From an optimization exercise on the open Yosys and OpenROAD flow, aimed at small area and few clock cycles; shortcuts taken in it are not production practice. Function was checked by simulation only, so behaviour that the tests miss may differ from the original.

==> trial 45 <==
// pvd_core
module pvd_core (
    input  wire         clk,
    input  wire         rst,
    input  wire         ev_valid,
    output wire         ev_ready,
    input  wire [175:0] ev,
    input  wire [1:0]   range_sel,
    output wire         ann_valid,
    input  wire         ann_ready,
    output wire [149:0] ann
);
    localparam TS = 64;
    function [TS-1:0] add64;             
        input [TS-1:0] a;
        input [TS-1:0] b;
        input          ci;
        reg            c;
        integer        i;
        begin
            c = ci;
            for (i = 0; i < TS; i = i + 1) begin
                add64[i] = a[i] ^ b[i] ^ c;
                c = (a[i] & b[i]) | (c & (a[i] ^ b[i]));
            end
        end
    endfunction
    function [31:0] add32;               
        input [31:0] a;
        input [31:0] b;
        input        ci;
        reg          c;
        integer      i;
        begin
            c = ci;
            for (i = 0; i < 32; i = i + 1) begin
                add32[i] = a[i] ^ b[i] ^ c;
                c = (a[i] & b[i]) | (c & (a[i] ^ b[i]));
            end
        end
    endfunction
    wire [3:0]    hdr      = ev[3:0];
    wire [TS-1:0] ev_start = ev[67:4];
    wire [TS-1:0] ev_end   = ev[131:68];
    wire [4:0]    rx_len   = ev[136:132];
    wire [15:0]   rx_vec   = ev[153:138];
    wire [4:0]    tx_len   = ev[158:154];
    wire [15:0]   tx_vec   = ev[175:160];
    wire is_bits = !hdr[0];
    wire is_rise = (hdr == 4'b1001);
    reg  [15:0]   acc_rx;
    reg  [15:0]   acc_tx;
    reg           frame_start_valid;
    reg  [TS-1:0] frame_start_ts;
    reg  [TS-1:0] frame_end_ts;
    reg  [TS-1:0] wid_ts;
    reg  [3:0]    wid_rem;      
    reg  [3:0]    wid_m;        
    reg           rx_present;
    reg           tx_present;
    reg  [TS-1:0] span_s;       
    reg  [TS-1:0] span_w;       
    reg  [7:0]    ctl_bits;     
    reg  [1:0]    ctl_lbl;      
    reg           ctl_chsel;    
    reg           volt_pend;    
  ...
export LEC_CHECK = 0
export CAP_MARGIN = 20
export CORE_MARGIN = 2
export CORE_UTILIZATION = 70
export SLEW_MARGIN = 20
create_clock -name core_clock -period 240.0 [get_ports {clk}]
standard.sh (not shown) runs the stock make flow with config.mk's settings and CLKGATE_MAP_FILE= SYNTH_SCRIPT=/design/flow/synth_recipe.tcl, a recipe that flattens the netlist after the stock synthesis.
==> flow/flow/run.sh <==
#!/bin/bash
# The standard layout (standard.sh) with three changes:
#  - synthesis is the standard flow's script (synth_recipe.tcl) unchanged except for the
#    step before ABC: flow/fa_flip_il.py picks the polarity of each full-adder
#    chain to save inverters, and ABC maps the logic with flow/abc_map.script
#    (logic restructuring with &syn3 and &dch, then area-oriented amap) instead of ORFS's speed script; registers are mapped
#    before that step, so they are the standard synthesis's;
#  - the port buffers that global placement inserts are the smallest buffer,
#    sky130_fd_sc_hd__buf_1;
#  - clock tree synthesis uses clkbuf_4 buffers over sink clusters of up to 10
#    flip-flops, without dummy loads.
# The full make output goes to standard_flow.log; the per-step ORFS logs are
# under orfs/logs/.
set -euo pipefail
here=$(pwd)
{ head -n 1 synth_recipe.tcl; cat flow/abc_override.tcl; tail -n +2 synth_recipe.tcl; } > my_synth.tcl
sed "s#SYNTH_SCRIPT=[^ ]*#SYNTH_SCRIPT=$here/my_synth.tcl#" standard.sh > my_standard.sh
export MY_ABC_SCRIPT="$here/flow/abc_map.script"
export FA_FLIP="$here/flow/fa_flip_il.py"
export BUFFER_PORTS_ARGS="-buffer_cell sky130_fd_sc_hd__buf_1"
export CTS_ARGS="-sink_clustering_enable -repair_clock_nets -dont_use_dummy_load -buf_list sky130_fd_sc_hd__clkbuf_4 -sink_clustering_size 10 -sink_clustering_max_diameter 40"
bash my_standard.sh > standard_flow.log 2>&1
==> flow/flow/abc_map.script <==
strash
&get -n
&st
&syn3
&dch -f
&put
dch -f
amap -m -F 4 -A 8
topo
==> flow/flow/abc_override.tcl <==
# Before ABC's technology mapping: write the design out, let
# flow/fa_flip_il.py choose the polarity of each full-adder chain (a full
# adder is self-dual, so a chain can be swapped to its complement form to
# save inverters ABC cannot absorb), and read the rewritten top module back.
# Then run ABC with flow/abc_map.script (restructuring with &syn3 and &dch, then area-oriented mapping with amap) in
# place of ORFS's abc_speed.script. Everything else in the synthesis is
# the standard script, and the flip-flops are mapped before this step.
proc abc {args} {
  set pre $::env(RESULTS_DIR)/pre_abc.il
  yosys write_rtlil $pre
  exec python3 $::env(FA_FLIP) $pre $pre.flip.il $::env(DESIGN_NAME) 2>@ stderr
  yosys delete $::env(DESIGN_NAME)
  yosys read_rtlil $pre.flip.il
  yosys hierarchy -top $::env(DESIGN_NAME)
  set i [lsearch -exact $args -script]
  if {$i >= 0} { lset args [expr {$i + 1}] $::env(MY_ABC_SCRIPT) }
  yosys abc {*}$args
}
Other scripts of this flow, unchanged in this note and not shown: flow/flow/fa_flip_il.py
==> build 40 (differences from trial 45) <==
--- a/flow/design.v
+++ b/flow/design.v
@@ -62,14 +62,15 @@
     reg  [7:0]    ctl_bits;     
     reg  [1:0]    ctl_lbl;      
     reg           ctl_chsel;    
     reg           volt_pend;    
     reg  [2:0]    ctl_cnt;      
     reg  [1:0]    volt_rs;      
     reg           fin_pend;     
+    reg  [1:0]    fin_rs;       
     wire busy      = volt_pend || (ctl_cnt != 3'd0);
     assign ann_valid = !rst && busy;
     wire take      = ann_valid && ann_ready;
     wire last      = take && (volt_pend ? (ctl_cnt == 3'd0) : (ctl_cnt == 3'd1));
     wire seq_free  = !busy || last;
     assign ev_ready = !rst && (is_bits ? (!fin_pend && (!volt_pend || ann_ready))
                                        : !(is_rise && fin_pend));
@@ -168,28 +169,19 @@
             r_kind = 3'd0;
             r_val  = mv;
         end else if (is_label) begin
             r_kind = ctl_chsel ? 3'd1 : 3'd4;
             r_val  = ctl_chsel ? 16'd3 : {14'd0, ctl_lbl};
         end else if (ctl_chsel) begin
             r_kind = ctl_cnt[1] ? 3'd2 : 3'd3;
-            r_val  = {12'd0, ctl_cnt[1] ? ctl_bits[7:4] : ctl_bits[3:0]};
+            r_val  = {12'd0, ctl_bits[7:4]};
         end else begin
             r_kind = 3'd5;
-            r_val  = {14'd0, ctl_q};
-        end
-    end
-    reg  [1:0] ctl_q;           
-    always @(*) begin
-        case (ctl_cnt[1:0])
-            2'd0:    ctl_q = ctl_bits[7:6];
-            2'd3:    ctl_q = ctl_bits[5:4];
-            2'd2:    ctl_q = ctl_bits[3:2];
-            default: ctl_q = ctl_bits[1:0];
-        endcase
+            r_val  = {14'd0, ctl_bits[7:6]};
+        end
     end
     wire [1:0] r_aux = (volt_pend || is_label || ctl_chsel) ? 2'd0 : (2'd0 - ctl_cnt[1:0]);
     assign ann = {r_val, r_aux, r_kind, !volt_pend, r_end, span_s};
     always @(posedge clk) begin
         if (rst) begin
             frame_start_valid <= 1'b0;
             rx_present        <= 1'b0;
@@ -200,29 +192,32 @@
         end else begin
             if (take) begin
                 if (volt_pend) begin
                     volt_pend <= 1'b0;
                 end else begin
                     ctl_cnt <= ctl_cnt - 3'd1;
                     span_s  <= span_e;
+                    if (!is_label)
+                        ctl_bits <= ctl_chsel ? {ctl_bits[3:0], 4'd0} : {ctl_bits[5:0], 2'd0};
                 end
             end
-            if (acc_rise && !seq_free)
+            if (acc_rise && !seq_free) begin
                 fin_pend <= 1'b1;
-            if (acc_rise && (!volt_pend || take))
-                volt_rs <= range_sel;
+                fin_rs   <= range_sel;
+            end
             if (do_fin) begin
                 fin_pend          <= 1'b0;
                 span_s            <= frame_start_ts;
                 span_w            <= {wid_ts[63:32], div_o[31:0]};
                 ctl_bits          <= acc_tx[7:0];
                 ctl_lbl           <= acc_tx[10:9];
                 ctl_chsel         <= is_chsel;
                 volt_pend         <= rx_present;
                 ctl_cnt           <= !tx_present ? 3'd0 : is_chsel ? 3'd3 : is_range ? 3'd5 : 3'd0;
+                volt_rs           <= fin_pend ? fin_rs : range_sel;
                 frame_start_valid <= 1'b0;
                 rx_present        <= 1'b0;
                 tx_present        <= 1'b0;
             end
             if (acc_bits) begin
                 rx_present   <= rx_has;
                 tx_present   <= tx_has;
--- a/flow/flow/run.sh
+++ b/flow/flow/run.sh
@@ -1,13 +1,13 @@
 #!/bin/bash
 # The standard layout (standard.sh) with three changes:
 #  - synthesis is the standard flow's script (synth_recipe.tcl) unchanged except for the
 #    step before ABC: flow/fa_flip_il.py picks the polarity of each full-adder
 #    chain to save inverters, and ABC maps the logic with flow/abc_map.script
-#    (logic restructuring with &syn3 and &dch, then area-oriented amap) instead of ORFS's speed script; registers are mapped
+#    (area-oriented amap) instead of ORFS's speed script; registers are mapped
 #    before that step, so they are the standard synthesis's;
 #  - the port buffers that global placement inserts are the smallest buffer,
 #    sky130_fd_sc_hd__buf_1;
 #  - clock tree synthesis uses clkbuf_4 buffers over sink clusters of up to 10
 #    flip-flops, without dummy loads.
 # The full make output goes to standard_flow.log; the per-step ORFS logs are
 # under orfs/logs/.
==> flow/flow/abc_map.script (replaced) <==
strash
&get -n
&st
&syn2
&dch -f
&put
dch -f
amap -m -F 4 -A 8
topo
==> flow/flow/abc_override.tcl (replaced) <==
# Before ABC's technology mapping: write the design out, let
# flow/fa_flip_il.py choose the polarity of each full-adder chain (a full
# adder is self-dual, so a chain can be swapped to its complement form to
# save inverters ABC cannot absorb), and read the rewritten top module back.
# Then run ABC with flow/abc_map.script (area-oriented mapping with amap) in
# place of ORFS's abc_speed.script. Everything else in the synthesis is
# the standard script, and the flip-flops are mapped before this step.
proc abc {args} {
  set pre $::env(RESULTS_DIR)/pre_abc.il
  yosys write_rtlil $pre
  exec python3 $::env(FA_FLIP) $pre $pre.flip.il $::env(DESIGN_NAME) 2>@ stderr
  yosys delete $::env(DESIGN_NAME)
  yosys read_rtlil $pre.flip.il
  yosys hierarchy -top $::env(DESIGN_NAME)
  set i [lsearch -exact $args -script]
  if {$i >= 0} { lset args [expr {$i + 1}] $::env(MY_ABC_SCRIPT) }
  yosys abc {*}$args
}
==> run notes <==
metric                                                               build 40      trial 45
Result of the run                            no timing/DRC/antenna violations  no timing/DRC/antenna violations
Adder-Cell Fraction of Synth Area                                       26.0%         26.4%
Register-to-register setup slack                                    171320 ps     171930 ps
Insertion delay of the later-clocked pin in the worst-skew pair        830 ps        810 ps
Uppermost routed layer                                                   met4          met5
Multi-input gate share of total cell area                               45.2%         45.2%
Post-Synthesis Mean Instance Area                                  11.9 sq um    12.0 sq um
Register bit count reported by yosys                                      380           378
Achievable frequency                                                 7.19 MHz      7.22 MHz
Reg2Reg Depth                                                             213           207
Share of synthesized cell area in and, or, nand and nor gates           6.08%         6.08%
Met3 layer usage reported by global route                               8.19%         7.55%
Average wire per standard cell                                   23.2 microns  22.0 microns
Worst endpoint required time                                        240560 ps     240540 ps
Post-DR vias/cell                                                        6.57          6.49
Testbench counts of trial 45, summed over its fixed seeds: cycles 11,637.
Testbench counts of build 40, summed over its fixed seeds: cycles 11,637.

-- static timing again, ports no longer ideal --
In the flow no input, the clock included, has a driving cell. The finished layouts below were timed again as built, in two steps. Step 1 (the two cells are an assumption about what drives the block):
set clk [get_ports {clk}]
set_driving_cell -lib_cell sky130_fd_sc_hd__clkbuf_16 $clk
set_driving_cell -lib_cell sky130_fd_sc_hd__buf_2 [delete_from_list [all_inputs] $clk]
Step 2 times the ports against the registers' clock, not the clock port: input delays grow and output delays shrink by t, the midpoint of the rising clock arrivals with the driver on. Three values: ideal ports, drivers, drivers and shift; two values: the first two.
run | t, ns | slack for setup (ns) | clock arrival spread, ns
trial 45 | 0.829 | 101.476 / 101.509 / 100.681 | 0.079 / 0.079
build 40 | 0.842 | 100.851 / 100.881 / 100.039 | 0.088 / 0.088
After both steps setup and hold are still met in every run listed. The setup slack of build 40, which loses most, moves by +0.030 ns with the drivers and by -0.812 ns with both steps.
